This is an optimization exercise on Yosys and OpenROAD, whose aim is small area, a short achievable clock period and few clock cycles per item, not a production implementation.
In this exercise RTL edits were held to simulation tests only and were not proved equivalent to the original.

### flow/run.sh
#!/bin/bash
# synth_recipe.tcl (not shown) runs the flow's synth.tcl, then flattens the netlist and writes it again
# the make line also repeats each setting of config.mk as NAME=value (left out here)
make -C /OpenROAD-flow-scripts/flow DESIGN_CONFIG=/design/flow/config.mk WORK_HOME=/design/flow/orfs CLKGATE_MAP_FILE= SYNTH_SCRIPT=/design/flow/synth_recipe.tcl finish
### flow/config.mk
export PLATFORM = sky130hd
export DESIGN_NAME = ammod
export DESIGN_NICKNAME = ammod
export VERILOG_FILES = /design/flow/design.v
export SDC_FILE = /design/flow/constraint.sdc
export NUM_CORES = 4
export LEC_CHECK = 0
export CAP_MARGIN = 60
export CORE_MARGIN = 2
export CORE_UTILIZATION = 40
export GPL_TIMING_DRIVEN = 1
export PLACE_DENSITY = 0.6
export SLEW_MARGIN = 60
### flow/constraint.sdc
create_clock -name core_clock -period 24.0 [get_ports {clk}]
set_input_delay 4.8000 -clock core_clock [delete_from_list [all_inputs] [get_ports {clk}]]
set_output_delay 4.8000 -clock core_clock [all_outputs]
set_load 0.01 [all_outputs]
### flow/design.v
module ammod_booth24 (
    input  wire [12:0] one,
    input  wire [12:0] two,
    input  wire [12:0] neg,
    input  wire [23:0] y,
    output wire [47:0] p
);
    wire [47:0] row [0:14];
    wire [12:0] negs;
    genvar i;
    generate for (i = 0; i < 13; i = i + 1) begin : g
        wire [24:0] sel = ({25{one[i]}} & {1'b0, y}) | ({25{two[i]}} & {y, 1'b0});
        wire [24:0] e = sel ^ {25{neg[i]}};
        assign row[i] = {22'd0, ~neg[i], e} << (2*i);
        assign negs[i] = neg[i];
    end endgenerate
    genvar j;
    wire [47:0] hots;
    generate for (j = 0; j < 13; j = j + 1) begin : hh
        assign hots[2*j]   = negs[j];
        assign hots[2*j+1] = 1'b0;
    end endgenerate
    assign hots[47:26] = 22'd0;
    assign row[13] = hots;
    assign row[14] = 48'h555556000000;
    wire [47:0] w0s = row[0] ^ row[1] ^ row[2];
    wire [47:0] w0c = ((row[0] & row[1]) | (row[0] & row[2]) | (row[1] & row[2])) << 1;
    wire [47:0] w1s = row[3] ^ row[4] ^ row[5];
    wire [47:0] w1c = ((row[3] & row[4]) | (row[3] & row[5]) | (row[4] & row[5])) << 1;
    wire [47:0] w2s = row[6] ^ row[7] ^ row[8];
    wire [47:0] w2c = ((row[6] & row[7]) | (row[6] & row[8]) | (row[7] & row[8])) << 1;
    wire [47:0] w3s = row[9] ^ row[10] ^ row[11];
    wire [47:0] w3c = ((row[9] & row[10]) | (row[9] & row[11]) | (row[10] & row[11])) << 1;
    wire [47:0] w4s = row[12] ^ row[13] ^ row[14];
    wire [47:0] w4c = ((row[12] & row[13]) | (row[12] & row[14]) | (row[13] & row[14])) << 1;
    wire [47:0] w5s = w0s ^ w0c ^ w1s;
    wire [47:0] w5c = ((w0s & w0c) | (w0s & w1s) | (w0c & w1s)) << 1;
    wire [47:0] w6s = w1c ^ w2s ^ w2c;
    wire [47:0] w6c = ((w1c & w2s) | (w1c & w2c) | (w2s & w2c)) << 1;
    wire [47:0] w7s = w3s ^ w3c ^ w4s;
    wire [47:0] w7c = ((w3s & w3c) | (w3s & w4s) | (w3c & w4s)) << 1;
    wire [47:0] w8s = w5s ^ w5c ^ w6s;
    wire [47:0] w8c = ((w5s & w5c) | (w5s & w6s) | (w5c & w6s)) << 1;
    wire [47:0] w9s = w6c ^ w7s ^ w7c;
    wire [47:0] w9c = ((w6c & w7s) | (w6c & w7c) | (w7s & w7c)) << 1;
    wire [47:0] w10s = w8s ^ w8c ^ w9s;
    wire [47:0] w10c = ((w8s & w8c) | (w8s & w9s) | (w8c & w9s)) << 1;
    wire [47:0] w11s = w10s ^ w10c ^ w9c;
    wire [47:0] w11c = ((w10s & w10c) | (w10s & w9c) | (w10c & w9c)) << 1;
    wire [47:0] w12s = w11s ^ w11c ^ w4c;
    wire [47:0] w12c = ((w11s & w11c) | (w11s & w4c) | (w11c & w4c)) << 1;
    assign p = w12s + w12c;
endmodule
module ammod_fmul (
    input  wire        sa,
    input  wire signed [9:0] ea,
    input  wire [12:0] a_one,
    input  wire [12:0] a_two,
    input  wire [12:0] a_neg,
    input  wire [4:0]  tza,
    input  wire [31:0] b,
    output reg  [31:0] y
);
    localparam [31:0] QNAN = 32'h7FC00000;
    wire [7:0]  eb = b[30:23];
    wire [23:0] mb = {eb != 8'd0, b[22:0]};
    wire b_nan  = (eb == 8'hFF) && (b[22:0] != 0);
    wire b_inf  = (eb == 8'hFF) && (b[22:0] == 0);
    wire b_zero = (b[30:0] == 0);
    wire sy = sa ^ b[31];
    wire signed [11:0] ep = $signed({ea[9], ea[9], ea}) + $signed({4'd0, eb | {7'd0, eb == 8'd0}}) - 12'sd126;
    wire [47:0] p;
    ammod_booth24 u_b (.one(a_one), .two(a_two), .neg(a_neg), .y(mb), .p(p));
    reg [4:0] tzb;
    integer i;
    always @* begin
        tzb = 5'd24;
        for (i = 23; i >= 0; i = i - 1) if (mb[i]) tzb = i[4:0];
    end
    wire        stk_lo = ({1'b0, tza} + {1'b0, tzb}) < 6'd22;
    wire [25:0] w = p[47:22];
    wire        need_rs = (ep < 12'sd1);
    wire signed [11:0] rsw = 12'sd1 - ep;
    wire [4:0]  rs = !need_rs ? 5'd0 : (rsw > 12'sd26) ? 5'd26 : rsw[4:0];
    wire [25:0] w1 = w >> rs;
    wire        lost = |(w & ~({26{1'b1}} << rs));
    wire        stk1 = stk_lo | lost;
    wire signed [11:0] e1 = need_rs ? 12'sd1 : ep;
    wire        ladj = !w1[25] && (e1 >= 12'sd2);
    wire [22:0] mant = ladj ? w1[23:1] : w1[24:2];
    wire        g    = ladj ? w1[0]    : w1[1];
    wire        st   = ladj ? stk1     : (w1[0] | stk1);
    wire        top  = ladj ? w1[24]   : w1[25];
    wire signed [11:0] e2 = ladj ? e1 - 12'sd1 : e1;
    wire [7:0]  ef   = top ? e2[7:0] : 8'd0;
    wire        rup  = g & (st | mant[0]);
    wire [30:0] mag  = {ef, mant} + {30'd0, rup};
    wire        ovf  = (e2 >= 12'sd255);
    always @* begin
        if (b_nan)
            y = QNAN;
        else if (b_inf || ovf)
            y = {sy, 8'hFF, 23'd0};
        else if (b_zero)
            y = {sy, 31'd0};
        else
            y = {sy, mag};
    end
endmodule
module ammod_fadd (
    input  wire [31:0] a,
    input  wire [31:0] b,
    input  wire        a_nan,
    input  wire        zs,
    output reg  [31:0] y
);
    localparam [31:0] QNAN = 32'h7FC00000;
    wire [7:0] ea = a[30:23], eb = b[30:23];
    wire an = (ea == 8'hFF) && (a[22:0] != 0);
    wire bn = (eb == 8'hFF) && (b[22:0] != 0);
    wire ai = (ea == 8'hFF) && (a[22:0] == 0);
    wire bi = (eb == 8'hFF) && (b[22:0] == 0);
    wire az = (a[30:0] == 0), bz = (b[30:0] == 0);
    wire [7:0]  ea1 = ea | {7'd0, ea == 8'd0};
    wire [7:0]  eb1 = eb | {7'd0, eb == 8'd0};
    wire [23:0] ma = {ea != 8'd0, a[22:0]};
    wire [23:0] mb = {eb != 8'd0, b[22:0]};
    wire        sub = a[31] ^ b[31];
    wire [8:0]  dab = {1'b0, ea1} - {1'b0, eb1};
    wire [8:0]  dba = {1'b0, eb1} - {1'b0, ea1};
    wire        bgt = dab[8];               
    wire [7:0]  el = bgt ? eb1 : ea1;
    wire [7:0]  d  = bgt ? dba[7:0] : dab[7:0];
    wire [23:0] ml = bgt ? mb : ma;
    wire [23:0] mr = bgt ? ma : mb;
    wire        sl = bgt ? b[31] : a[31];
    wire [26:0] mrx = {mr, 3'b000};
    wire [4:0]  dsh = (d > 8'd26) ? 5'd27 : d[4:0];
    wire [26:0] mra = (mrx >> dsh) | {26'd0, |(mrx & ~({27{1'b1}} << dsh))};
    wire [27:0] fs = sub ? {1'b0, ml, 3'b000} - {1'b0, mra} : {1'b0, ml, 3'b000} + {1'b0, mra};
    reg  [26:0] fm;
    reg  [8:0]  fe;
    always @* begin
        if (fs[27]) begin
            fm = {fs[27:2], fs[1] | fs[0]};
            fe = {1'b0, el} + 9'd1;
        end else if (!fs[26] && el > 8'd1) begin
            fm = {fs[25:0], 1'b0};
            fe = {1'b0, el} - 9'd1;
        end else begin
            fm = fs[26:0];
            fe = {1'b0, el};
        end
    end
    wire        frup = fm[2] & (fm[1] | fm[0] | fm[3]);
    wire [7:0]  fef = fm[26] ? fe[7:0] : 8'd0;
    wire [30:0] fmag = {fef, fm[25:3]} + {30'd0, frup};
    wire        fovf = fe[8] | (fe[7:0] == 8'hFF);
    wire        d0  = (ea1 == eb1);
    wire [25:0] nab = {1'b0, ma, 1'b0} - {1'b0, mb, 1'b0};
    wire [25:0] nba = {1'b0, mb, 1'b0} - {1'b0, ma, 1'b0};
    wire [24:0] n1a = {ma, 1'b0} - {1'b0, mb};
    wire [24:0] n1b = {mb, 1'b0} - {1'b0, ma};
    reg  [24:0] nd;
    reg         ns;
    always @* begin
        if (d0) begin
            if (nab[25]) begin nd = nba[24:0]; ns = b[31]; end
            else         begin nd = nab[24:0]; ns = a[31]; end
        end else if (bgt) begin
            nd = n1b; ns = b[31];
        end else begin
            nd = n1a; ns = a[31];
        end
    end
    wire [4:0]  lim = (el - 8'd1 > 8'd24) ? 5'd24 : el[4:0] - 5'd1;   
    wire [24:0] lmask = 25'h1000000 >> lim;
    wire [24:0] nz = nd | lmask;
    reg  [4:0]  nlz;
    integer k;
    always @* begin
        nlz = 5'd24;
        for (k = 0; k < 25; k = k + 1) if (nz[k]) nlz = 5'd24 - k[4:0];
    end
    wire [24:0] nn = nd << nlz;
    wire [8:0]  ne = {1'b0, el} - {4'd0, nlz};   
    wire [7:0]  nef = nn[24] ? ne[7:0] : 8'd0;
    wire [30:0] nmag = {nef, nn[23:1]};
    wire        near_ok = sub && (d0 || (d == 8'd1 && !nd[24]));
    wire        nzero = (nd == 25'd0);
    always @* begin
        if (an || bn || a_nan || (ai && bi && sub))
            y = QNAN;
        else if (ai)
            y = a;
        else if (bi)
            y = b;
        else if (az && bz)
            y = {a[31] & zs & b[31], 31'd0};
        else if (near_ok) begin
            if (nzero) y = 32'd0;
            else       y = {ns, nmag};
        end else if (fovf)
            y = {sl, 8'hFF, 23'd0};
        else
            y = {sl, fmag};
    end
endmodule
module ammod (
    input  wire        clk,
    input  wire        rst,
    input  wire        cmd_valid,
    input  wire [31:0] cmd,
    input  wire [31:0] midx,
    input  wire [31:0] x,
    input  wire [2:0]  err_clr,
    output reg         cmd_ready,
    output reg  [31:0] yre,
    output wire [31:0] yim,
    output reg  [31:0] nidx,
    output reg         created,
    output reg  [1:0]  lasterr,
    output reg  [2:0]  errflags
);
    localparam N = 18;
    localparam [31:0] ONE = 32'h3F800000;
    localparam [1:0] E_OK = 2'd0, E_PARAM = 2'd1, E_ILL = 2'd2, E_STATE = 2'd3;
    localparam [1:0] S_IDLE = 2'd0, S_EXEC = 2'd1, S_NORM = 2'd2, S_RUN = 2'd3;
    function [31:0] hmag;
        input [2:0] j;
        case (j)
            3'd0: hmag = 32'h3BB96DD0;
            3'd1: hmag = 32'h3C8BC81A;
            3'd2: hmag = 32'h3D6FF656;
            3'd3: hmag = 32'h3E275216;
            default: hmag = 32'h3F1E741A;
        endcase
    endfunction
    reg [1:0]  state;
    reg [3:0]  ph;           
    reg        c_nop, c_create, c_step, c_destroy;
    reg [1:0]  c_sb;
    reg        c_sc;
    reg [23:0] m_sig;        
    reg signed [9:0] m_exp;  
    reg [1:0]  sb;
    reg        sc;
    reg [31:0] line [0:N-1];
    reg [N-1:0] vld;
    reg  [31:0] opb;         
    reg  [31:0] preg;        
    reg  [31:0] acc;         
    assign yim = acc;
    wire        dsb = (sb == 2'd0);
    wire        run = (state == S_RUN);
    function [38:0] benc;
        input [23:0] v;
        reg [25:0] xb;
        reg b0, b1, b2;
        integer i;
        begin
            xb = {2'b00, v};
            for (i = 0; i < 13; i = i + 1) begin
                b0 = (i == 0) ? 1'b0 : xb[2*i-1];
                b1 = xb[2*i];
                b2 = xb[2*i+1];
                benc[i]      = b1 ^ b0;
                benc[13 + i] = (b2 & ~b1 & ~b0) | (~b2 & b1 & b0);
                benc[26 + i] = b2 & ~(b1 & b0);
            end
        end
    endfunction
    function [4:0] tz24;
        input [23:0] v;
        integer i;
        begin
            tz24 = 5'd24;
            for (i = 23; i >= 0; i = i - 1) if (v[i]) tz24 = i[4:0];
        end
    endfunction
    reg  [3:0]  phn;
    reg  [31:0] hc;
    reg         an_sa;
    reg signed [9:0] an_ea;
    reg  [23:0] an_ma;
    always @* begin
        phn = (state == S_EXEC) ? 4'd2 : ph + 4'd1;
        case (phn)
            4'd2:  hc = sc ? hmag(3'd0) : hmag(3'd1);
            4'd3:  hc = sc ? hmag(3'd1) : hmag(3'd0);
            4'd4:  hc = hmag(3'd2);
            4'd5:  hc = hmag(3'd3);
            4'd6:  hc = hmag(3'd4);
            4'd7:  hc = hmag(3'd4);
            4'd8:  hc = hmag(3'd3);
            4'd9:  hc = hmag(3'd2);
            4'd10: hc = hmag(3'd1);
            default: hc = hmag(3'd0);
        endcase
        if (state == S_EXEC || state == S_RUN) begin
            an_sa = (phn <= 4'd6);
            an_ea = $signed({2'b00, hc[30:23]});
            an_ma = {1'b1, hc[22:0]};
        end else begin
            an_sa = 1'b0;
            an_ea = m_exp;
            an_ma = m_sig;
        end
    end
    reg         a_sa;
    reg signed [9:0] a_ea;
    reg  [12:0] a_one, a_two, a_neg;
    reg  [4:0]  a_tz;
    always @(posedge clk) begin
        a_sa <= an_sa;
        a_ea <= an_ea;
        {a_neg, a_two, a_one} <= benc(an_ma);
        a_tz <= tz24(an_ma);
    end
    wire [31:0] mo;
    ammod_fmul u_mul (.sa(a_sa), .ea(a_ea), .a_one(a_one), .a_two(a_two), .a_neg(a_neg),
                      .tza(a_tz), .b(opb), .y(mo));
    wire        fir_add = run && !dsb && (ph >= 4'd4);
    reg         zn, zsg;
    integer q;
    always @* begin
        zn = 1'b0;
        zsg = 1'b0;
        for (q = 0; q < 9; q = q + 1)
            if (ph == q + 4) begin
                zn  = vld[2*q] && (line[2*q][30:23] == 8'hFF);
                zsg = vld[2*q] && line[2*q][31];
            end
    end
    wire        z_nan = fir_add && zn;
    wire        z_s   = !fir_add || (ph != 4'd4 && zsg);
    wire [31:0] ao;
    ammod_fadd u_add (.a(acc), .b(preg), .a_nan(z_nan), .zs(z_s), .y(ao));
    wire m_ok = !opb[31] && (opb[30:0] != 31'd0) && (opb[30:0] <= 31'h3F800000);
    wire [7:0] op = cmd[7:0];
    wire hi0 = (cmd[31:11] == 21'd0);
    wire mid0 = (cmd[10:8] == 3'd0);
    reg  [31:0] tap;
    integer r;
    always @* begin
        tap = ({32{state == S_EXEC && vld[1]}} & line[1])
            | ({32{run && ph == 4'd2 && vld[1]}} & line[1]);
        for (r = 2; r < 10; r = r + 1)
            tap = tap | ({32{run && ph == r + 1 && vld[2*r-1]}} & line[2*r-1]);
    end
    wire go     = c_step && created;                   
    wire newa_s = (state == S_EXEC) && go && !dsb && sc;
    wire newa_c = run && !dsb && !sc && (ph == 4'd2);
    wire newa   = newa_s || newa_c;
    wire [31:0] aval = sc ? mo : ao;
    wire push   = run && !dsb && (ph == 4'd12);
    integer j;
    task finish;
        input [1:0] code;
        begin
            lasterr <= code;
            if (code != E_OK) errflags[code - 2'd1] <= 1'b1;
            state <= S_IDLE;
            cmd_ready <= 1'b1;
        end
    endtask
    always @(posedge clk) begin
        preg <= mo;
        if (push) begin
            for (j = N - 1; j > 0; j = j - 1) line[j] <= line[j-1];
            line[0] <= yre;
        end
    end
    always @(posedge clk) begin
        if (state == S_IDLE)
            opb <= cmd[0] ? midx : x;
        else if (newa)
            opb <= aval;
        else
            opb <= tap;
    end
    always @(posedge clk) begin
        if (rst) begin
            state     <= S_IDLE;
            cmd_ready <= 1'b1;
            created   <= 1'b0;
            yre       <= 32'd0;
            acc       <= 32'd0;
            nidx      <= 32'd0;
            lasterr   <= E_OK;
            errflags  <= 3'd0;
        end else begin
            if (newa) yre <= aval;
            if (push) begin
                vld <= {vld[N-2:0], 1'b1};
                yre <= line[8] & {32{vld[8]}};
            end
            case (state)
                S_IDLE: begin
                    errflags <= errflags & ~err_clr;
                    c_nop     <= (op == 8'h00) && hi0 && mid0;
                    c_create  <= (op == 8'h01) && hi0;
                    c_step    <= (op == 8'h02) && hi0 && mid0;
                    c_destroy <= (op == 8'h03) && hi0 && mid0;
                    c_sb      <= cmd[9:8];
                    c_sc      <= cmd[10];
                    if (cmd_valid) begin
                        state     <= S_EXEC;
                        cmd_ready <= 1'b0;
                    end
                end
                S_EXEC: begin
                    if (!(c_nop || c_create || c_step || c_destroy)) begin
                        finish(E_ILL);
                    end else if (c_nop) begin
                        finish(E_OK);
                    end else if (c_create) begin
                        if (created) finish(E_STATE);
                        else if (!m_ok || c_sb == 2'd3) finish(E_PARAM);
                        else begin
                            created <= 1'b1;
                            sb      <= c_sb;
                            sc      <= c_sc;
                            m_sig   <= {opb[30:23] != 8'd0, opb[22:0]};
                            m_exp   <= (opb[30:23] == 8'd0) ? 10'sd1 : $signed({2'b00, opb[30:23]});
                            vld     <= {N{1'b0}};
                            yre     <= 32'd0;
                            acc     <= 32'd0;
                            nidx    <= 32'd0;
                            lasterr <= E_OK;
                            if (opb[30:23] == 8'd0) state <= S_NORM;
                            else begin
                                state     <= S_IDLE;
                                cmd_ready <= 1'b1;
                            end
                        end
                    end else if (!created) begin
                        finish(E_STATE);
                    end else if (c_step) begin
                        if (dsb && sc) begin
                            yre  <= mo;
                            acc  <= 32'd0;
                            nidx <= nidx + 32'd1;
                            finish(E_OK);
                        end else begin
                            if (!sc) acc <= ONE;
                            ph    <= 4'd2;
                            state <= S_RUN;
                        end
                    end else begin
                        created <= 1'b0;
                        yre     <= 32'd0;
                        acc     <= 32'd0;
                        nidx    <= 32'd0;
                        finish(E_OK);
                    end
                end
                S_NORM: begin
                    m_sig <= m_sig << 1;
                    m_exp <= m_exp - 10'sd1;
                    if (m_sig[22]) begin
                        state     <= S_IDLE;
                        cmd_ready <= 1'b1;
                    end
                end
                default: begin  
                    ph <= ph + 4'd1;
                    if (dsb) begin
                        yre  <= ao;
                        acc  <= 32'd0;
                        nidx <= nidx + 32'd1;
                        finish(E_OK);
                    end else begin
                        if (ph == 4'd2) acc <= mo;           
                        if (fir_add) acc <= (ph == 4'd12 && sb == 2'd2) ? {~ao[31], ao[30:0]} : ao;
                        if (ph == 4'd12) begin
                            nidx <= nidx + 32'd1;
                            finish(E_OK);
                        end
                    end
                end
            endcase
        end
    end
endmodule
==> results of run 1 <==
[state kept, by name (all words and copies together) (netlist names), 3 cells and up]
name,count
a_two,12
errflags,3
opb,32
m_exp,10
a_tz,5
a_neg,12
nidx,32
a_ea,10
vld,18
line,576
m_sig,24
yre,32
a_one,13
preg,32
acc,32
ph,4
[routing by layer]
metal	GRT usage (%)	part of all wire, %	up-vias
li1	-	-	28400
met3	5.42	9.6	824
met5	0	0	-
met1	41.2	40	31400
met2	45.5	43	3799
met4	19.2	7.5	0
[cells by family after synthesis]
family / count (synthesis) / share of synthesized area [%]
AND/OR/NAND/NOR: 2172 / 15.0
XOR/XNOR: 517 / 6.50
buffers and inverters: 1020 / 5.70
adder cells (fa/ha/maj): 632 / 14.1
multiplexers: 148 / 2.16
flip-flops: 864 / 33.7
AO/OA/AOI/OAI: 2330 / 22.9
[stage by stage]
stage	util, %	hold slack [ns]	std cells
finish	45.3	0.381	10100
global route	45.3	0.390	10100
CTS	45.0	0.375	10100
detailed placement	43.2	0.405	9926
global placement	42.6	0.400	9898
floorplan	-	0.400	7683
[worst register-to-register path, delay by kind of cell, from the launching register on]
kind	cells	cell delay, ns
AO/OA/AOI/OAI	16	5.00
XOR/XNOR	1	0.19
adder cells (fa/ha/maj)	8	3.46
buffers and inverters	6	1.09
flip-flops	1	0.51
multiplexers	1	0.18
AND/OR/NAND/NOR	6	1.76
[synthesized netlist by cell type, types with 18 or more instances]
library cell and instances:
edfxtp_1 642, nand2_1 629, nor2_1 540, inv_1 517
a21oi_1 436, o21ai_0 396, xnor2_1 379, a22oi_1 377
ha_1 358, clkbuf_1 343, fa_1 274, dfxtp_1 222
nor3_1 189, nand3_1 180, xor2_1 133, mux2i_1 124
a211oi_1 113, a21o_1 108, nand4_1 107, a31oi_1 87
o211ai_1 84, nor4_1 77, a221oi_1 72, and3_1 72
buf_1 70, o22ai_1 70, and2_1 69, or3_1 61
o21a_1 57, nand2b_1 53, o21bai_1 51, buf_2 48
o31ai_1 48, nor2b_1 38, a22o_1 35, or2_2 34
o21ai_1 29, mux2_2 23, o2111ai_1 22, o221ai_1 22
a211o_1 20, a222oi_1 19, or4_1 19, a21boi_0 18
[worst paths after layout]
kind                                end  depth (start not counted)             startpoint
hold reg to reg   line[3][11]$_DFFE_PP_                          0  line[2][11]$_DFFE_PP_
hold / removal    line[3][11]$_DFFE_PP_                          0  line[2][11]$_DFFE_PP_
setup / recovery     yre[16]$_SDFF_PP0_                         38         opb[3]$_DFF_P_
setup reg to reg     yre[16]$_SDFF_PP0_                         38         opb[3]$_DFF_P_
[final cells by class]
class,count,share of cell area [%]
multi-input cells,5799,55.1
repair buffers,403,4.74
diodes,1,0.00315
clock buffers,120,3.11
clock inverters,56,0.806
flip-flops and latches,864,30.0
well taps,2340,3.69
inverters,533,2.56
==> impl_results.md, run 1 <==
- Placed Area: 0.0759 mm^2
- CP Data Required Time: 24.63 ns
- Synth Warn #: 5
- Crit path time final: 12.26 ns
- Fillcell total: 16800
- Buffers on Ports: 204
- R2R Setup Slk: 11.74 ns
- Setup crit start kind: register
- Vias per cell: 6.37
- CTS tree: yes
- Synth Instances: 7683
- Gr ovfl total: 0
- CP arrival: 12.89 ns
- Synth area leaders: edfxtp_1, fa_1, ha_1, dfxtp_1, xnor2_1
- Worst Hold Class: register to register
- Crit Path Max Fanout: 30
- First-pass GRT wire length: 415000 um
- RSZ-0062 raised after global routing: false
- Number of vias in the routed layout: 64400
- Area of the multi-input gates: 0.0438 mm^2
- Critical path capture point type: register
- Final GP Congestion: 1.04
- Number of CTS-inserted buffers: 94
- Drt pass-1 iters: 8
- EDFF count, synth: 642
- Post-DP HPWL: 211000 um
- Crit path max-delay family: compound AO/OA/AOI/OAI gates
- Post-Route WL: 285000 um
- Layout area overhead: 12.7%
- Count of cell types in the netlist: 138
- Clock tree sinks: 864
- Worst-skew pair later-pin latency: 0.76 ns
- Starting density of the core: 40.1%
- GR Util All Layers: 30.6%
- Final Cell Area: 0.0794 mm^2
- Synth area leader: edfxtp_1
- Relative slew slack: 54.3%
- Crit path buffers/inverters: 6
- Cts hold-fix bufs: 0
- Clock Path Buffers: 3
- DRC errors left: 0
- Max Cap Viol: 0
- Setup TNS: 0 ns
- Top_reg_cell synth: edfxtp_1
- Final max-slew violation count: 0
- DIE AREA: 0.180 mm^2
- Detail Route Antenna Nets: 0
- Commonest non-fill, non-tap cell in the layout: edfxtp_1
- Clock transition at path regs: 0.06 ns
- Asr flop ratio synth: 0%
- Mapped cell area: 0.0705 mm^2
- FP Rows: 154
- Number of global-route vias before repair: 61400
- Largest net degree at the start of global routing: 134
- Final setup violation count: 0
- Fin nets: 8429
- Syn_area_per_cell: 9.17 um^2
- Clock Skew: 0.0866 ns
- Layout cells sized above 1: 9.48%
- Worst Tran Pin Value: 0.684 ns
- DR WL/cell: 28.1 um
- Post-synthesis register bit count: 864
- CTS Root Cell: clkbuf_16
- Synth Net Count: 8417
- Status: no timing/DRC/antenna violations
- Slowest CP cell: fa_1
- Max frequency: 0.0816 GHz
- Htree depth: 3
- Critical path's largest stage delay: 0.58 ns
- Top Ports: 205
- Most frequent cells in the layout: edfxtp_1, nand2_1, nor2_1, inv_1, a21oi_1
- Core ar.: 0.176 mm^2
- Share of the synthesized area in the top cell type: 27.4%
- Resized Gates After CTS: 0
- Die span in y: 424 um
- Final period util: 51.1%
- Die width: 424 um
- Sequential area share after synthesis: 33.7%
- Final hold violation count: 0
- Final WS setup: 11.74 ns
- WS Path Type: register to register
- Post-CTS setup buffer count: 0
- Dpl ws: 12.13 ns
- Seq. cell area: 0.0238 mm^2
- Initial antenna violation count: 3
- Most frequent CP cell: fa_1
- Iter 0 DRT Violations: 8577
Testbench counts, summed over its fixed seeds: cycles 29,390, steps 3,072.
==> run 2, diff against run 1 <==
--- a/flow/config.mk
+++ b/flow/config.mk
@@ -6,4 +6,5 @@
 export NUM_CORES = 4
 export LEC_CHECK = 0
+export ABC_AREA = 1
 export CAP_MARGIN = 60
 export CORE_MARGIN = 2
==> run 2 against run 1 <==
  * Cell area down 4.1%
  * Synthesized cell count up 11%
  * Sequential share of layout area up 1.2 points
  * Fmax decreased by 4.4%
  * Via count shrank 2.3%
  * Hold slack improved by 0.0095 ns
  * Count of clock-buffer cells in the layout is 5 lower
  * Critical path type unchanged
  * Largest cell class unchanged
==> impl_results.md, run 2 <==
- Status: no timing/DRC/antenna violations
- DRC errors left: 0
- Crit Path Max Fanout: 51
- Number of CTS-inserted buffers: 90
- Final Util: 45.0%
- Detail Route Antenna Nets: 0
- Met1 wire length: 117000 um
- Fillcell total: 16800
- DR top layer: met5
- Clock transition at path regs: 0.06 ns
- RSZ-0062 raised after global routing: false
- Metal2 WL: 116000 um
- Critical path capture point type: register
- Final hold violation count: 0
- R2R Setup Slk: 11.18 ns
- Clock Path Buffers: 3
- Final period util: 53.4%
- CP arrival: 13.40 ns
- Initial antenna violation count: 9
- Worst Hold Class: register to register
- Setup crit start kind: register
- First-pass GRT wire length: 392000 um
- Synth Instances: 8563
- Post-Route WL: 268000 um
- Resized Gates After CTS: 0
- Clock tree sinks: 864
- Most frequent cells in the layout: nand2_1, inv_1, edfxtp_1, nor2_1, a21oi_1
- Max Cap Viol: 0
- Sequential area share after synthesis: 34.8%
- Critical path's largest stage delay: 0.41 ns
- Final setup violation count: 0
- Top cells by instance count after synthesis: nand2_1, inv_1, edfxtp_1, nor2_1, a21oi_1
- DR WL/cell: 24.6 um
- Final WS setup: 11.18 ns
- Starting density of the core: 40.3%
- Iter 0 DRT Violations: 7793
- Die span in y: 417 um
- Max frequency: 0.0780 GHz
- Drt pass-1 iters: 6
- RR Startpoint: preg[24]$_DFF_P_
- Post-CTS setup buffer count: 0
- Synth area leader: edfxtp_1
- Most frequent CP cell: nand2_1
- Setup TNS: 0 ns
- Hold Crit Start: line[6][3]$_DFFE_PP_
- Count of cell types in the netlist: 80
- Post-DP HPWL: 207000 um
- Worst Hold Path Cells: 0
- Number of global-route vias before repair: 59000
- Top_reg_cell synth: edfxtp_1
- Worst Tran Pin Value: 0.690 ns
- EDFF count, synth: 642
- Synth area leaders: edfxtp_1, nand2_1, fa_1, ha_1, dfxtp_1
- CTS tree: yes
- Hold Path End: line[7][3]$_DFFE_PP_
- Mapped cell area: 0.0681 mm^2
- Final GP Congestion: 1.00
- Worst Hold Slack: 0.391 ns
- Dpl ws: 11.50 ns
- Buffers on Ports: 204
- CTS Root Cell: clkbuf_16
- Synth Warn #: 5
- WS Path Type: register to register
- Fin nets: 9360
- Final max-slew violation count: 0
- Final Cell Area: 0.0762 mm^2
- Clock Skew: 0.0458 ns
- Top Ports: 205
- Cts hold-fix bufs: 0
- Slowest CP cell: nor2_1
- Worst-skew pair later-pin latency: 0.69 ns
- Largest register FFs: 576
- Share of the synthesized area in the top cell type: 28.3%
- Placed Area: 0.0729 mm^2
- Met3 WL post-DR: 22400 um
- GR Util All Layers: 29.9%
- Asr flop ratio synth: 0%
- Number of vias in the routed layout: 62900
- Syn_area_per_cell: 7.96 um^2
- FP Rows: 151
- R2R cell count: 75
- Die width: 417 um
- Htree depth: 3
- Reg2reg end: opb[18]$_DFF_P_
- Vias per cell: 5.76
- Relative slew slack: 53.7%
- Layout area overhead: 11.8%
- Post-synthesis register bit count: 864
- Biggest register: line
- Core ar.: 0.169 mm^2
- Most frequent cell after synthesis: nand2_1
- Synth Net Count: 9297
- Crit path time final: 12.82 ns
- Layout cells sized above 1: 7.06%
- DIE AREA: 0.174 mm^2
- Commonest non-fill, non-tap cell in the layout: nand2_1
- Largest net degree at the start of global routing: 85
- Gr ovfl total: 0
- CP Data Required Time: 24.58 ns
## run 2: worst max path at each step
stage                          start                   end  slack, ns  cells past startpoint
global placement    preg[24]$_DFF_P_        opb[4]$_DFF_P_      10.74                     68
global route        preg[24]$_DFF_P_       opb[18]$_DFF_P_       9.88                     75
detailed placement  preg[24]$_DFF_P_       opb[18]$_DFF_P_      11.50                     75
floorplan            ph[0]$_DFFE_PP_  line[0][0]$_DFFE_PP_       5.57                      8
CTS                 preg[24]$_DFF_P_       opb[18]$_DFF_P_      11.47                     75
finish              preg[24]$_DFF_P_       opb[18]$_DFF_P_      11.18                     75
## run 2: logic make-up after synthesis
logic type,share of synthesized area (%)
and+or+nand+nor,20.9
AOI/OAI and AO/OA,15.2
buffers and inverters,8.85
muxes,0.106
adders and majority gates,14.6
xor gates and xnor gates,5.51
DFF,34.8
## run 2: layer usage
metal	GRT usage, %	vias up
li1	-	28900
met1	42.7	30500
met2	45.2	3070
met3	4.00	460
met4	13.2	2
met5	0	-
## run 2: critical path: cells and delay by family, from the launching register on
kind                       cells  cell delay, ns
DFF                            1            0.38
buffers and inverters         10            1.50
adders and majority gates      4            1.35
AOI/OAI and AO/OA             12            2.48
xor gates and xnor gates       1            0.08
and+or+nand+nor               48            6.88
## run 2: through the flow
step                cells
CTS                 10900
finish              10900
detailed placement  10700
global route        10900
global placement    10700
floorplan            8563
## run 2: final cells by class
type	instances	area, um^2	share of cell area [%]
Sequential cell	864	23700	31.1
Antenna cell	3	7.51	0.00985
Timing Repair Buffer	324	3140	4.12
Tap cell	2218	2780	3.64
Multi-Input combinational cell	6145	38900	51.1
Inverter	1201	4550	5.97
Clock inverter	51	627	0.823
Clock buffer	115	2460	3.23
==> run 3, diff against run 2 <==
--- a/flow/design.v
+++ b/flow/design.v
@@ -242,4 +242,6 @@
     reg [1:0]  c_sb;
     reg        c_sc;
+    reg [31:0] p2r;
+    reg        p2pend;
     reg [23:0] m_sig;        
     reg signed [9:0] m_exp;  
@@ -285,8 +287,8 @@
     reg  [23:0] an_ma;
     always @* begin
-        phn = (state == S_EXEC) ? 4'd2 : ph + 4'd1;
+        phn = (state == S_EXEC) ? (sc ? 4'd3 : 4'd2) : ph + 4'd1;
         case (phn)
-            4'd2:  hc = sc ? hmag(3'd0) : hmag(3'd1);
-            4'd3:  hc = sc ? hmag(3'd1) : hmag(3'd0);
+            4'd2:  hc = hmag(3'd1);
+            4'd3:  hc = hmag(3'd0);
             4'd4:  hc = hmag(3'd2);
             4'd5:  hc = hmag(3'd3);
@@ -296,8 +298,9 @@
             4'd9:  hc = hmag(3'd2);
             4'd10: hc = hmag(3'd1);
+            4'd13: hc = hmag(3'd1);
             default: hc = hmag(3'd0);
         endcase
         if (state == S_EXEC || state == S_RUN) begin
-            an_sa = (phn <= 4'd6);
+            an_sa = (phn <= 4'd6) || (phn == 4'd13);
             an_ea = $signed({2'b00, hc[30:23]});
             an_ma = {1'b1, hc[22:0]};
@@ -345,5 +348,5 @@
     always @* begin
         tap = ({32{state == S_EXEC && vld[1]}} & line[1])
-            | ({32{run && ph == 4'd2 && vld[1]}} & line[1]);
+            | ({32{run && ph == 4'd12 && vld[0]}} & line[0]);
         for (r = 2; r < 10; r = r + 1)
             tap = tap | ({32{run && ph == r + 1 && vld[2*r-1]}} & line[2*r-1]);
@@ -390,4 +393,5 @@
             lasterr   <= E_OK;
             errflags  <= 3'd0;
+            p2pend    <= 1'b0;
         end else begin
             if (newa) yre <= aval;
@@ -398,4 +402,6 @@
             case (state)
                 S_IDLE: begin
+                    if (p2pend) p2r <= mo;
+                    p2pend   <= 1'b0;
                     errflags <= errflags & ~err_clr;
                     c_nop     <= (op == 8'h00) && hi0 && mid0;
@@ -425,4 +431,6 @@
                             m_exp   <= (opb[30:23] == 8'd0) ? 10'sd1 : $signed({2'b00, opb[30:23]});
                             vld     <= {N{1'b0}};
+                            p2r     <= 32'h80000000;     
+                            p2pend  <= 1'b0;
                             yre     <= 32'd0;
                             acc     <= 32'd0;
@@ -444,6 +452,6 @@
                             finish(E_OK);
                         end else begin
-                            if (!sc) acc <= ONE;
-                            ph    <= 4'd2;
+                            acc   <= sc ? p2r : ONE;
+                            ph    <= sc ? 4'd3 : 4'd2;
                             state <= S_RUN;
                         end
@@ -475,4 +483,5 @@
                         if (fir_add) acc <= (ph == 4'd12 && sb == 2'd2) ? {~ao[31], ao[30:0]} : ao;
                         if (ph == 4'd12) begin
+                            p2pend <= 1'b1;
                             nidx <= nidx + 32'd1;
                             finish(E_OK);
--- a/flow/config.mk
+++ b/flow/config.mk
@@ -6,5 +6,4 @@
 export NUM_CORES = 4
 export LEC_CHECK = 0
-export ABC_AREA = 1
 export CAP_MARGIN = 60
 export CORE_MARGIN = 2
==> run 3 against run 2 <==
  * Still clean on timing, DRC and antenna
  * Hold slack improved by 0.015 ns
  * Non-clock buffer count increased by 109
  * Count of clock-buffer cells in the layout decreased by 2
  * Cell area increased by 7.3%
  * Area after synthesis increased by 5.7%
  * Via count increased by 4.9%
  * Critical path type unchanged
==> impl_results.md, run 3 <==
- Status: no timing/DRC/antenna violations
- Reg2reg end: acc[25]$_SDFFE_PP0P_
- Critical path capture point type: register
- Post-Route WL: 295000 um
- Crit Path Max Fanout: 29
- Mapped cell area: 0.0720 mm^2
- Most frequent cells in the layout: edfxtp_1, nand2_1, inv_1, nor2_1, a21oi_1
- CP arrival: 13.43 ns
- Final Cell Area: 0.0818 mm^2
- Final hold violation count: 0
- Setup TNS: 0 ns
- Crit path time final: 12.85 ns
- Max frequency: 0.0778 GHz
- Post-DP HPWL: 219000 um
- Starting density of the core: 40.3%
- Synth Warn #: 5
- Gr ovfl total: 0
- Die span in y: 428 um
- R2R Setup Slk: 11.15 ns
- Max Cap Viol: 0
- Seq. cell area: 0.0247 mm^2
- Syn_area_per_cell: 9.27 um^2
- GR Util All Layers: 30.9%
- Number of CTS-inserted buffers: 93
- Worst Tran Pin Value: 0.649 ns
- Fin nets: 8553
- Fillcell total: 17000
- Core ar.: 0.179 mm^2
- Final setup violation count: 0
- Final max-slew violation count: 0
- FP Rows: 155
- Hold Crit Start: line[2][5]$_DFFE_PP_
- Biggest register: line
- Share of the synthesized area in the top cell type: 28.1%
- Number of global-route vias before repair: 62400
- Cts hold-fix bufs: 0
- CTS Root Cell: clkbuf_16
- Buffers on Ports: 204
- First-pass GRT wire length: 428000 um
- Largest net degree at the start of global routing: 101
- Relative slew slack: 56.4%
- Placed Area: 0.0781 mm^2
- Slowest CP cell: a2111oi_1
- Resized Gates After CTS: 0
- Final GP Congestion: 1.00
- CTS tree: yes
- Sequential area share after synthesis: 34.3%
- Vias per cell: 6.44
- Iter 0 DRT Violations: 9255
- Number of vias in the routed layout: 66000
- Critical path's largest stage delay: 0.56 ns
- Layout cells sized above 1: 10.2%
- Synth area leaders: edfxtp_1, fa_1, ha_1, dfxtp_1, xnor2_1
- Count of cell types in the netlist: 123
- R2R cell count: 43
- Detail Route Antenna Nets: 0
- Synth Instances: 7768
- Asr flop ratio synth: 0%
- EDFF count, synth: 674
- Top_reg_cell synth: edfxtp_1
- Final period util: 53.5%
- Largest register FFs: 576
- Initial antenna violation count: 6
- Setup crit start kind: register
- DRC errors left: 0
- DR WL/cell: 28.8 um
- Top Ports: 205
- Worst Hold Path Cells: 0
- Hold Path End: line[3][5]$_DFFE_PP_
- Layout area overhead: 13.5%
- Synth Net Count: 8506
- Worst Hold Class: register to register
- Htree depth: 3
- Top cells by instance count after synthesis: edfxtp_1, nand2_1, nor2_1, inv_1, a21oi_1
- DIE AREA: 0.184 mm^2
- Die width: 428 um
- Post-synthesis register bit count: 897
- Most frequent cell after synthesis: edfxtp_1
- Worst-skew pair later-pin latency: 0.70 ns
- RSZ-0062 raised after global routing: false
- RR Startpoint: preg[25]$_DFF_P_
- Post-CTS setup buffer count: 0
- WS Path Type: register to register
- Clock Skew: 0.0622 ns
- Clock Path Buffers: 3
- Commonest non-fill, non-tap cell in the layout: edfxtp_1
- Synth area leader: edfxtp_1
- Drt pass-1 iters: 9
- Area of the multi-input gates: 0.0447 mm^2
- Clock tree sinks: 897
- CP Data Required Time: 24.58 ns
- Clock transition at path regs: 0.07 ns
-- run 3: cell types whose count changed in the layout (fill, tap and decap cells not counted), moves of 122 or more --
cell	delta
a22oi_1	+285
inv_1	-541
mux2i_1	+137
nand2_1	-1168
nand3_1	-292
o21ai_0	-122
o22ai_1	-250
xnor2_1	+323
xor2_1	-249
-- run 3: worst max path at each step --
stage | cells past startpoint | startpoint | slack [ns] | endpoint
6_report | 43 | preg[25]$_DFF_P_ | 11.15 | acc[25]$_SDFFE_PP0P_
5_1_grt | 43 | preg[25]$_DFF_P_ | 10.35 | acc[25]$_SDFFE_PP0P_
4_1_cts | 47 | preg[25]$_DFF_P_ | 11.42 | yre[26]$_SDFF_PP0_
3_5_place_dp | 43 | preg[25]$_DFF_P_ | 11.51 | acc[25]$_SDFFE_PP0P_
3_3_place_gp | 40 | acc[25]$_SDFFE_PP0P_ | 10.94 | acc[25]$_SDFFE_PP0P_
2_1_floorplan | 8 | ph[0]$_DFFE_PP_ | 5.26 | line[0][0]$_DFFE_PP_
-- run 3: through the flow --
stage	util (%)	hold WS [ns]	worst slack, ns	std cells
after floorplan	-	0.400	5.26	7768
after global placement	42.9	0.400	10.94	10000
after detailed placement	43.7	0.405	11.51	10100
after CTS	45.5	0.408	11.42	10200
after global routing	45.8	0.421	10.35	10200
final	45.8	0.406	11.15	10200
-- run 3: critical path: cells and delay by family, from the launching register on --
family | cells | cell delay [ns]
buf+inv | 3 | 0.46
mux | 1 | 0.36
flops | 1 | 0.38
xor+xnor | 1 | 0.14
fa+ha+maj | 3 | 0.98
compound gates | 20 | 6.08
simple gates | 15 | 4.28
-- run 3: cell families (layout without fill, tap and decap cells) --
kind of cell	after synthesis	after routing	synth area share, %
XOR/XNOR	527	527	6.47
adder cells (fa/ha/maj)	637	637	13.9
multiplexers	200	200	2.90
buffers and inverters	1040	1165	5.56
flip-flops	897	897	34.3
AO/OA/AOI/OAI	2258	2258	22.0
AND/OR/NAND/NOR	2209	2209	14.8
other	0	1	0
-- run 3: area by class of cell --
| class | instances | share of cell area [%] |
|---|---|---|
| inverters | 559 | 2.59 |
| well taps | 2355 | 3.60 |
| clock buffers | 113 | 3.04 |
| multi-input cells | 5831 | 54.7 |
| diodes | 1 | 0.00306 |
| flip-flops and latches | 897 | 30.2 |
| repair buffers | 433 | 4.88 |
| clock inverters | 60 | 0.940 |
-- run 3: layer usage --
layer	GRT usage (%)	routed length [um]	up-vias	part of all wire (%)
met5	0	64	-	0.022
met3	6.82	32600	662	11
met2	45.2	124000	4031	42
met4	15.3	16300	10	5.5
met1	42.9	122000	32500	41
li1	-	-	28800	-
Testbench counts of run 3, summed over its fixed seeds: cycles 28,366, steps 3,072.
==> run 4, diff against run 3 <==
--- a/flow/config.mk
+++ b/flow/config.mk
@@ -6,4 +6,5 @@
 export NUM_CORES = 4
 export LEC_CHECK = 0
+export ABC_AREA = 1
 export CAP_MARGIN = 60
 export CORE_MARGIN = 2
==> run 4 against run 3 <==
  * Still clean on timing, DRC and antenna
  * Register-to-register slack improved by 0.45 ns
  * Clock skew decreased by 0.038 ns
  * Critical path depth increased by 31
==> impl_results.md, run 4 <==
- Htree depth: 3
- Number of CTS-inserted buffers: 90
- Synth area leaders: edfxtp_1, nand2_1, fa_1, ha_1, inv_1
- Worst Tran Pin Value: 0.671 ns
- Resized Gates After CTS: 0
- Asr flop ratio synth: 0%
- CP arrival: 12.98 ns
- Dpl ws: 12.15 ns
- Hold Crit Start: line[10][0]$_DFFE_PP_
- Hold Path End: line[11][0]$_DFFE_PP_
- DIE AREA: 0.179 mm^2
- Setup crit start kind: register
- Initial antenna violation count: 8
- Biggest register: line
- Critical path's largest stage delay: 0.55 ns
- Crit path from: preg[28]$_DFF_P_
- Die width: 423 um
- Final max-slew violation count: 0
- Sequential area share after synthesis: 35.2%
- EDFF count, synth: 674
- R2R cell count: 74
- Slowest CP cell: o21ai_0
- Core ar.: 0.174 mm^2
- Top Ports: 205
- Largest net degree at the start of global routing: 84
- Drt pass-1 iters: 8
- Post-Route WL: 281000 um
- R2R Setup Slk: 11.60 ns
- Number of vias in the routed layout: 65300
- Most frequent CP cell: nand2_1
- CTS Root Cell: clkbuf_16
- Cts hold-fix bufs: 0
- Starting density of the core: 40.3%
- GR Util All Layers: 30.4%
- Gr ovfl total: 0
- Iter 0 DRT Violations: 8241
- Top cells by instance count after synthesis: nand2_1, inv_1, nor2_1, edfxtp_1, o21ai_0
- First-pass GRT wire length: 411000 um
- Detail Route Antenna Nets: 0
- Vias per cell: 5.80
- Worst Hold Class: register to register
- DR WL/cell: 25.0 um
- Placed cell count: 11100
- Syn_area_per_cell: 7.97 um^2
- Clock tree sinks: 897
- Most frequent cells in the layout: nand2_1, inv_1, nor2_1, edfxtp_1, o21ai_0
- Final period util: 51.7%
- Layout cells sized above 1: 6.61%
- Post-CTS setup buffer count: 0
- Worst-skew pair later-pin latency: 0.67 ns
- Max frequency: 0.0807 GHz
- Relative slew slack: 55.3%
- Synth area leader: edfxtp_1
- Mapped cell area: 0.0701 mm^2
- Critical path capture point type: register
- Fin nets: 9592
- Layout area overhead: 11.4%
- Clock Skew: 0.0239 ns
- Status: no timing/DRC/antenna violations
- Buffers on Ports: 204
- Final hold violation count: 0
- Setup TNS: 0 ns
- DRC errors left: 0
- Synth Net Count: 9535
- Synth Instances: 8796
- Number of global-route vias before repair: 61000
- Post-DP HPWL: 215000 um
- Clock transition at path regs: 0.07 ns
- WS Path Type: register to register
- Max Cap Viol: 0
- Layout Cells excl Fill: 11300
- FP Rows: 153
- CTS tree: yes
- Final WS setup: 11.60 ns
- Post-synthesis register bit count: 897
- Share of the synthesized area in the top cell type: 28.9%
- Final setup violation count: 0
- Count of cell types in the netlist: 83
- Worst Hold Path Cells: 0
- Reg2reg end: opb[8]$_DFF_P_
- Largest register FFs: 576
- Commonest non-fill, non-tap cell in the layout: nand2_1
- Top_reg_cell synth: edfxtp_1
- RR Startpoint: preg[28]$_DFF_P_
- Crit path time final: 12.40 ns
- Crit Path Max Fanout: 54
- RSZ-0062 raised after global routing: false
- Final GP Congestion: 1.02
- Die span in y: 423 um
- Clock Path Buffers: 3
- Most frequent cell after synthesis: nand2_1
- CP Data Required Time: 24.58 ns
- Synth Warn #: 5
[run 4: changes by cell type after synthesis, sizes merged, moves of 147 or more]
cell   before   now
xor2      135   388
inv       551  1243
mux2i     162    15
o21ai     361   674
nor2      551   749
a22oi     312    22
xnor2     391    32
nand2     636  1751
nand3     187   489
o22ai      44   290
[run 4: final cells by class]
class / count / area (um^2)
diodes: 3 / 7.51
multi-input cells: 6254 / 39500
repair buffers: 329 / 3210
flip-flops and latches: 897 / 24700
well taps: 2325 / 2910
clock inverters: 43 / 423
clock buffers: 122 / 2490
fillers: 17200 / 95900
inverters: 1281 / 4840
[run 4: worst max-delay path: cells and delay by family, from the launching register on]
family | cells | cell delay [ns]
buffers and inverters | 9 | 1.63
XOR/XNOR | 1 | 0.15
AO/OA/AOI/OAI | 15 | 2.93
adder cells (fa/ha/maj) | 5 | 1.33
AND/OR/NAND/NOR | 44 | 5.84
flip-flops | 1 | 0.33
[run 4: routing by layer]
| metal | wire length [um] | up-vias | GRT usage, % |
|---|---|---|---|
| li1 | - | 29700 | - |
| met1 | 120000 | 31500 | 43.0 |
| met2 | 119000 | 3415 | 44.5 |
| met3 | 25700 | 595 | 5.66 |
| met4 | 16400 | 6 | 14.7 |
| met5 | 41 | - | 0 |
[run 4: kinds of logic after synthesis]
kind of cell,Yosys count,share of synthesized area [%]
xor gates and xnor gates,420,5.28
AOI/OAI and AO/OA,1871,15.6
and+or+nand+nor,3311,20.3
buffers and inverters,1645,9.05
adders and majority gates,637,14.3
DFF,897,35.2
muxes,15,0.219
[run 4: stage by stage]
step	utilization, %	cell area, um^2	hold WS (ns)
after floorplan	-	70100	0.400
after global placement	42.8	74500	0.400
after detailed placement	43.1	75000	0.405
after CTS	44.8	77900	0.417
after global routing	44.9	78100	0.421
final	44.9	78100	0.415
[run 4: worst max path at each step]
stage | slack [ns] | to | depth (start not counted)
after floorplan | 5.12 | vld[11]$_DFFE_PN_ | 8
after global placement | 11.81 | yre[6]$_SDFF_PP0_ | 71
after detailed placement | 12.15 | opb[8]$_DFF_P_ | 74
after CTS | 12.07 | opb[8]$_DFF_P_ | 74
after global routing | 10.54 | yre[22]$_SDFF_PP0_ | 74
final | 11.60 | opb[8]$_DFF_P_ | 74
==> run 5, diff against run 4 <==
--- a/flow/config.mk
+++ b/flow/config.mk
@@ -9,6 +9,6 @@
 export CAP_MARGIN = 60
 export CORE_MARGIN = 2
-export CORE_UTILIZATION = 40
+export CORE_UTILIZATION = 45
 export GPL_TIMING_DRIVEN = 1
-export PLACE_DENSITY = 0.6
+export PLACE_DENSITY = 0.65
 export SLEW_MARGIN = 60
==> run 5 against run 4 <==
  * Clock skew is 0.027 ns higher
  * Wire length is 4.6% lower
  * Global-route usage is 2.4 points higher
  * Critical path depth stayed put
  * Critical path type unchanged
==> impl_results.md, run 5 <==
- Crit Path Max Fanout: 59
- CP Data Required Time: 24.53 ns
- Layout Cells excl Fill: 11000
- Htree depth: 3
- Worst Tran Pin Value: 0.622 ns
- Largest net degree at the start of global routing: 81
- Dpl ws: 11.62 ns
- Critical path's largest stage delay: 0.47 ns
- Crit path time final: 12.71 ns
- Setup TNS: 0 ns
- Synth Net Count: 9535
- Share of the synthesized area in the top cell type: 28.9%
- Clock tree sinks: 897
- Resized Gates After CTS: 0
- Initial antenna violation count: 10
- Status: no timing/DRC/antenna violations
- Mapped cell area: 0.0701 mm^2
- Number of CTS-inserted buffers: 83
- Number of vias in the routed layout: 65300
- WS Path Type: register to register
- CTS tree: yes
- Cts hold-fix bufs: 0
- Top Ports: 205
- Seq. cell area: 0.0247 mm^2
- Critical path capture point type: register
- Clock Skew: 0.0514 ns
- Layout cells sized above 1: 6.60%
- Slowest CP cell: nor2_1
- Die span in y: 399 um
- Final GP Congestion: 1.02
- Detail Route Antenna Nets: 0
- Worst Hold Class: register to register
- Final max-slew violation count: 0
- Layout area overhead: 10.7%
- Area of the multi-input gates: 0.0395 mm^2
- Max Cap Viol: 0
- GR Util All Layers: 32.8%
- Setup crit start kind: register
- Post-CTS setup buffer count: 0
- DIE AREA: 0.159 mm^2
- Biggest register: line
- Asr flop ratio synth: 0%
- Synth Instances: 8796
- Top_reg_cell synth: edfxtp_1
- Crit path max-delay family: simple AND/OR/NAND/NOR gates
- Fillcell total: 14800
- Most frequent cell after synthesis: nand2_1
- Starting density of the core: 45.4%
- Synth area leader: edfxtp_1
- Sequential area share after synthesis: 35.2%
- Die width: 399 um
- FP Rows: 144
- Commonest non-fill, non-tap cell in the layout: nand2_1
- Number of global-route vias before repair: 60800
- Synth Warn #: 5
- Relative slew slack: 58.1%
- First-pass GRT wire length: 395000 um
- Largest register FFs: 576
- Post-Route WL: 268000 um
- Syn_area_per_cell: 7.97 um^2
- DR WL/cell: 24.4 um
- Gr ovfl total: 0
- Top cells by instance count after synthesis: nand2_1, inv_1, nor2_1, edfxtp_1, o21ai_0
- Vias per cell: 5.96
- Final hold violation count: 0
- DRC errors left: 0
- Most frequent CP cell: nand2_1
- Post-synthesis register bit count: 897
- Count of cell types in the netlist: 83
- Buffers on Ports: 204
- RSZ-0062 raised after global routing: false
- Final WS setup: 11.29 ns
- Drt pass-1 iters: 9
- Fin nets: 9589
- CP arrival: 13.24 ns
- Iter 0 DRT Violations: 8568
- Synth area leaders: edfxtp_1, nand2_1, fa_1, ha_1, inv_1
- Final period util: 53.0%
- Clock Path Buffers: 3
- Placed cell count: 10800
- Crit path buffers/inverters: 9
- CTS Root Cell: clkbuf_16
- Core ar.: 0.154 mm^2
- EDFF count, synth: 674
- Worst-skew pair later-pin latency: 0.69 ns
- Clock transition at path regs: 0.07 ns
- Final setup violation count: 0
- Post-DP HPWL: 205000 um
- Max frequency: 0.0787 GHz
- Most frequent cells in the layout: nand2_1, inv_1, nor2_1, edfxtp_1, o21ai_0
-- run 5: cell types whose count changed in the layout (fill, tap and decap cells not counted), sizes merged --
cell,before,now
clkinvlp,2,6
diode,3,7
clkdlybuf4s18,0,1
clkbuf,125,106
clkinv,70,73
buf,123,129
bufinv,7,6
inv,1245,1244
-- run 5: per-layer routing --
metal,share of wire (%),up-vias,wire (um),track usage (%)
li1,-,29700,-,-
met1,42,31300,112000,45.9
met2,43,3752,115000,49.2
met3,11,598,29000,7.12
met4,4.6,6,12200,12.9
met5,0.016,-,43,0
-- run 5: final timing paths --
check / cells past startpoint / slack (ns) / startpoint / end
max reg2reg: 74 / 11.29 / preg[27]$_DFF_P_ / opb[8]$_DFF_P_
min reg2reg: 0 / 0.40 / line[12][6]$_DFFE_PP_ / line[13][6]$_DFFE_PP_
min: 0 / 0.40 / line[12][6]$_DFFE_PP_ / line[13][6]$_DFFE_PP_
max: 74 / 11.29 / preg[27]$_DFF_P_ / opb[8]$_DFF_P_
-- run 5: area by class of cell --
type,count,share of cell area [%]
well taps,2044,3.29
multi-input cells,6254,50.9
clock buffers,106,2.86
flip-flops and latches,897,31.8
clock inverters,48,0.677
diodes,7,0.0226
inverters,1281,6.24
repair buffers,333,4.18
-- run 5: cell families after synthesis --
logic type	count (synthesis)	synth area share, %
flops	897	35.2
simple gates	3311	20.3
compound gates	1871	15.6
xor+xnor	420	5.28
buf+inv	1645	9.05
mux	15	0.219
fa+ha+maj	637	14.3
-- run 5: metrics by stage --
step                      utilization [%]  instance area [um^2]  hold WS [ns]
after floorplan                         -                 70100         0.400
final                                50.3                 77700         0.404
after CTS                            50.2                 77500         0.387
after detailed placement             48.4                 74700         0.405
after global placement               48.0                 74100         0.400
after global routing                 50.3                 77700         0.393
==> run 6, diff against run 5 <==
--- a/flow/design.v
+++ b/flow/design.v
@@ -132,10 +132,16 @@
     wire [7:0]  el = bgt ? eb1 : ea1;
     wire [7:0]  d  = bgt ? dba[7:0] : dab[7:0];
-    wire [23:0] ml = bgt ? mb : ma;
-    wire [23:0] mr = bgt ? ma : mb;
-    wire        sl = bgt ? b[31] : a[31];
-    wire [26:0] mrx = {mr, 3'b000};
-    wire [4:0]  dsh = (d > 8'd26) ? 5'd27 : d[4:0];
-    wire [26:0] mra = (mrx >> dsh) | {26'd0, |(mrx & ~({27{1'b1}} << dsh))};
+    wire        fswap = (eb > ea);
+    wire [7:0]  rab = ea - eb, rba = eb - ea;
+    wire [7:0]  draw = fswap ? rba : rab;
+    wire [23:0] ml = fswap ? mb : ma;
+    wire [23:0] mr = fswap ? ma : mb;
+    wire        sl = fswap ? b[31] : a[31];
+    wire        rz = fswap ? (ea == 8'd0) : (eb == 8'd0);
+    wire        fix = rz && (draw != 8'd0);
+    wire [27:0] mrv = fix ? {mr, 4'b0000} : {1'b0, mr, 3'b000};
+    wire [4:0]  dsh = (draw > 8'd27) ? 5'd28 : draw[4:0];
+    wire [27:0] mrs = mrv >> dsh;
+    wire [26:0] mra = mrs[26:0] | {26'd0, |(mrv & ~({28{1'b1}} << dsh))};
     wire [27:0] fs = sub ? {1'b0, ml, 3'b000} - {1'b0, mra} : {1'b0, ml, 3'b000} + {1'b0, mra};
     reg  [26:0] fm;
--- a/flow/config.mk
+++ b/flow/config.mk
@@ -9,6 +9,6 @@
 export CAP_MARGIN = 60
 export CORE_MARGIN = 2
-export CORE_UTILIZATION = 45
+export CORE_UTILIZATION = 40
 export GPL_TIMING_DRIVEN = 1
-export PLACE_DENSITY = 0.65
+export PLACE_DENSITY = 0.6
 export SLEW_MARGIN = 60
==> run 6 against run 5 <==
  * Still clean on timing, DRC and antenna
  * Area after synthesis increased by 1.3%
  * Synthesized cell count up 1.9%
  * Largest cell class unchanged
==> impl_results.md, run 6 <==
- Status: no timing/DRC/antenna violations
- Slowest CP cell: dfxtp_1
- Share of the synthesized area in the top cell type: 28.5%
- EDFF count, synth: 674
- Crit Path Max Fanout: 98
- Drt pass-1 iters: 8
- Clock transition at path regs: 0.07 ns
- Die width: 426 um
- Critical path capture point type: register
- Main combinational cell family by area after synthesis: simple AND/OR/NAND/NOR gates
- Number of vias in the routed layout: 66100
- Die span in y: 426 um
- Clock Skew: 0.0428 ns
- Synth area leader: edfxtp_1
- Starting density of the core: 40.3%
- Final setup violation count: 0
- Setup crit start kind: register
- Post-synthesis register bit count: 897
- Worst-skew pair later-pin latency: 0.71 ns
- Fillcell total: 17500
- Layout area overhead: 11.1%
- Iter 0 DRT Violations: 8316
- Post-CTS setup buffer count: 0
- Number of CTS-inserted buffers: 93
- Placed cell count: 11200
- Compound-Gate Fraction of Synth Area: 15.8%
- Sequential area share after synthesis: 34.8%
- Top Ports: 205
- Synth Net Count: 9709
- DIE AREA: 0.181 mm^2
- Most frequent CP cell: nand2_1
- Worst Hold Class: register to register
- Core ar.: 0.176 mm^2
- Mux share of post-synthesis cell area: 0.157%
- Syn_area_per_cell: 7.93 um^2
- DR WL/cell: 24.7 um
- Synth Area in XOR/XNOR: 5.32%
- Final period util: 47.7%
- Adder-cell share of the synthesized area: 14.2%
- Synth area leaders: edfxtp_1, nand2_1, fa_1, ha_1, inv_1
- DRC errors left: 0
- Crit path time final: 11.46 ns
- WS Path Type: register to register
- Top cells by instance count after synthesis: nand2_1, inv_1, edfxtp_1, nor2_1, o21ai_0
- Max frequency: 0.0873 GHz
- Critical path's largest stage delay: 0.59 ns
- Max Cap Viol: 0
- Clock Path Buffers: 3
- Setup TNS: 0 ns
- GR Util All Layers: 30.3%
- FP Rows: 154
- Worst Tran Pin Value: 0.648 ns
- Biggest register: line
- Final hold violation count: 0
- Largest register FFs: 576
- Most frequent cell after synthesis: nand2_1
- CTS tree: yes
- CP Data Required Time: 24.52 ns
- Clock tree sinks: 897
- First-pass GRT wire length: 413000 um
- Final GP Congestion: 1.03
- Buffers on Ports: 204
- Vias per cell: 5.78
- Top_reg_cell synth: edfxtp_1
- Layout cells sized above 1: 6.53%
- Number of global-route vias before repair: 62300
- Layout Cells excl Fill: 11400
- Gr ovfl total: 0
- CTS Root Cell: clkbuf_16
- Asr flop ratio synth: 0%
- Resized Gates After CTS: 0
- Commonest non-fill, non-tap cell in the layout: nand2_1
- Cts hold-fix bufs: 0
- Largest net degree at the start of global routing: 99
- Synth Instances: 8965
- Htree depth: 3
- Detail Route Antenna Nets: 0
- Most frequent cells in the layout: nand2_1, inv_1, edfxtp_1, nor2_1, o21ai_0
- Final Cell Area: 0.0789 mm^2
- Mapped cell area: 0.0711 mm^2
- Synth Warn #: 5
- Fin nets: 9747
- Post-DP HPWL: 217000 um
- Relative slew slack: 56.4%
- CP arrival: 11.98 ns
- RSZ-0062 raised after global routing: false
- Placed Area: 0.0757 mm^2
- Post-Route WL: 282000 um
- Count of cell types in the netlist: 85
- Initial antenna violation count: 12
- Synth Area in Simple Gates: 20.5%
- Final max-slew violation count: 0
-- run 6: changes by cell type in the layout (fill, tap and decap cells not counted), moves of 10 or more --
cell / previous run / this run
nand2_2: 23 / 37
nand2_1: 1715 / 1817
nand3_1: 471 / 507
o21ai_1: 136 / 125
nand4_1: 99 / 116
o21ai_2: 27 / 17
nor2_1: 683 / 643
o21bai_1: 7 / 18
buf_4: 95 / 83
inv_1: 1160 / 1173
clkbuf_16: 84 / 97
-- run 6: layout make-up --
class | count | area [um^2] | share of cell area (%)
clock inverter | 53 | 448 | 0.567
sequential | 897 | 24700 | 31.3
antenna | 2 | 5.00 | 0.00634
timing repair buffer | 322 | 3140 | 3.98
clock buffer | 123 | 2590 | 3.28
inverter | 1293 | 4890 | 6.19
tap | 2340 | 2930 | 3.71
multi-input combinational | 6396 | 40200 | 51.0
-- run 6: layer usage --
| layer | share of wire (%) | GRT usage (%) | up-vias |
|---|---|---|---|
| met2 | 41 | 43.6 | 3362 |
| met5 | 0.075 | 0 | - |
| met3 | 9.1 | 5.44 | 585 |
| li1 | - | - | 30200 |
| met1 | 44 | 43.6 | 31900 |
| met4 | 5.7 | 14.5 | 8 |
-- run 6: metrics by stage --
stage	utilization (%)	setup WS (ns)	hold WS, ns
final	44.8	12.54	0.410
after global routing	44.8	11.74	0.416
after CTS	44.6	12.80	0.402
after detailed placement	42.9	12.87	0.405
after global placement	42.7	11.92	0.400
after floorplan	-	5.34	0.400
-- run 6: final timing paths --
kind / startpoint / slack [ns] / end / cells after the start
hold / removal: line[12][18]$_DFFE_PP_ / 0.41 / line[13][18]$_DFFE_PP_ / 0
setup reg to reg: acc[24]$_SDFFE_PP0P_ / 12.54 / opb[16]$_DFF_P_ / 68
setup / recovery: acc[24]$_SDFFE_PP0P_ / 12.54 / opb[16]$_DFF_P_ / 68
hold reg to reg: line[12][18]$_DFFE_PP_ / 0.41 / line[13][18]$_DFFE_PP_ / 0
-- run 6: kinds of logic after synthesis --
kind of cell	after synthesis
flops	897
simple gates	3414
buf+inv	1672
compound gates	1899
xor+xnor	430
mux	11
fa+ha+maj	642
-- run 6: worst max-delay path: cells and delay by family (launching register included) --
kind	cells	cell delay [ns]
AO/OA/AOI/OAI	17	3.59
AND/OR/NAND/NOR	41	4.70
flip-flops	1	0.59
buffers and inverters	7	1.21
adder cells (fa/ha/maj)	3	1.17
Testbench counts of run 6, summed over its fixed seeds: cycles 28,366, steps 3,072.

re-timing with driven ports:
The results above use ideal ports. As a check the final layouts listed here were re-extracted and re-timed, cells and wires unchanged. Step 1, drivers: a clkbuf_16 drives clk and a buf_2 each remaining input, both assumed. Step 2 moves the port delays by t, midway between the first and last clock arrival at a register: inputs arrive t later, outputs are due t later. That takes back most of the time a late clock gives input paths. Slacks: ideal / step 1 / step 2; pairs: ideal / step 1.
| run | t (ns) | setup slack, ns | worst setup path after step 2 |
|---|---|---|---|
| run 1 | 0.799 | 11.743 / 11.743 / 11.743 | register to register |
| run 2 | 0.738 | 11.184 / 11.184 / 11.184 | register to register |
| run 3 | 0.741 | 11.152 / 11.152 / 11.152 | register to register |
| run 4 | 0.732 | 11.602 / 11.602 / 11.602 | register to register |
| run 5 | 0.744 | 11.290 / 11.290 / 11.290 | register to register |
| run 6 | 0.754 | 12.544 / 12.544 / 12.544 | register to register |
After both steps every run listed still meets setup and hold.
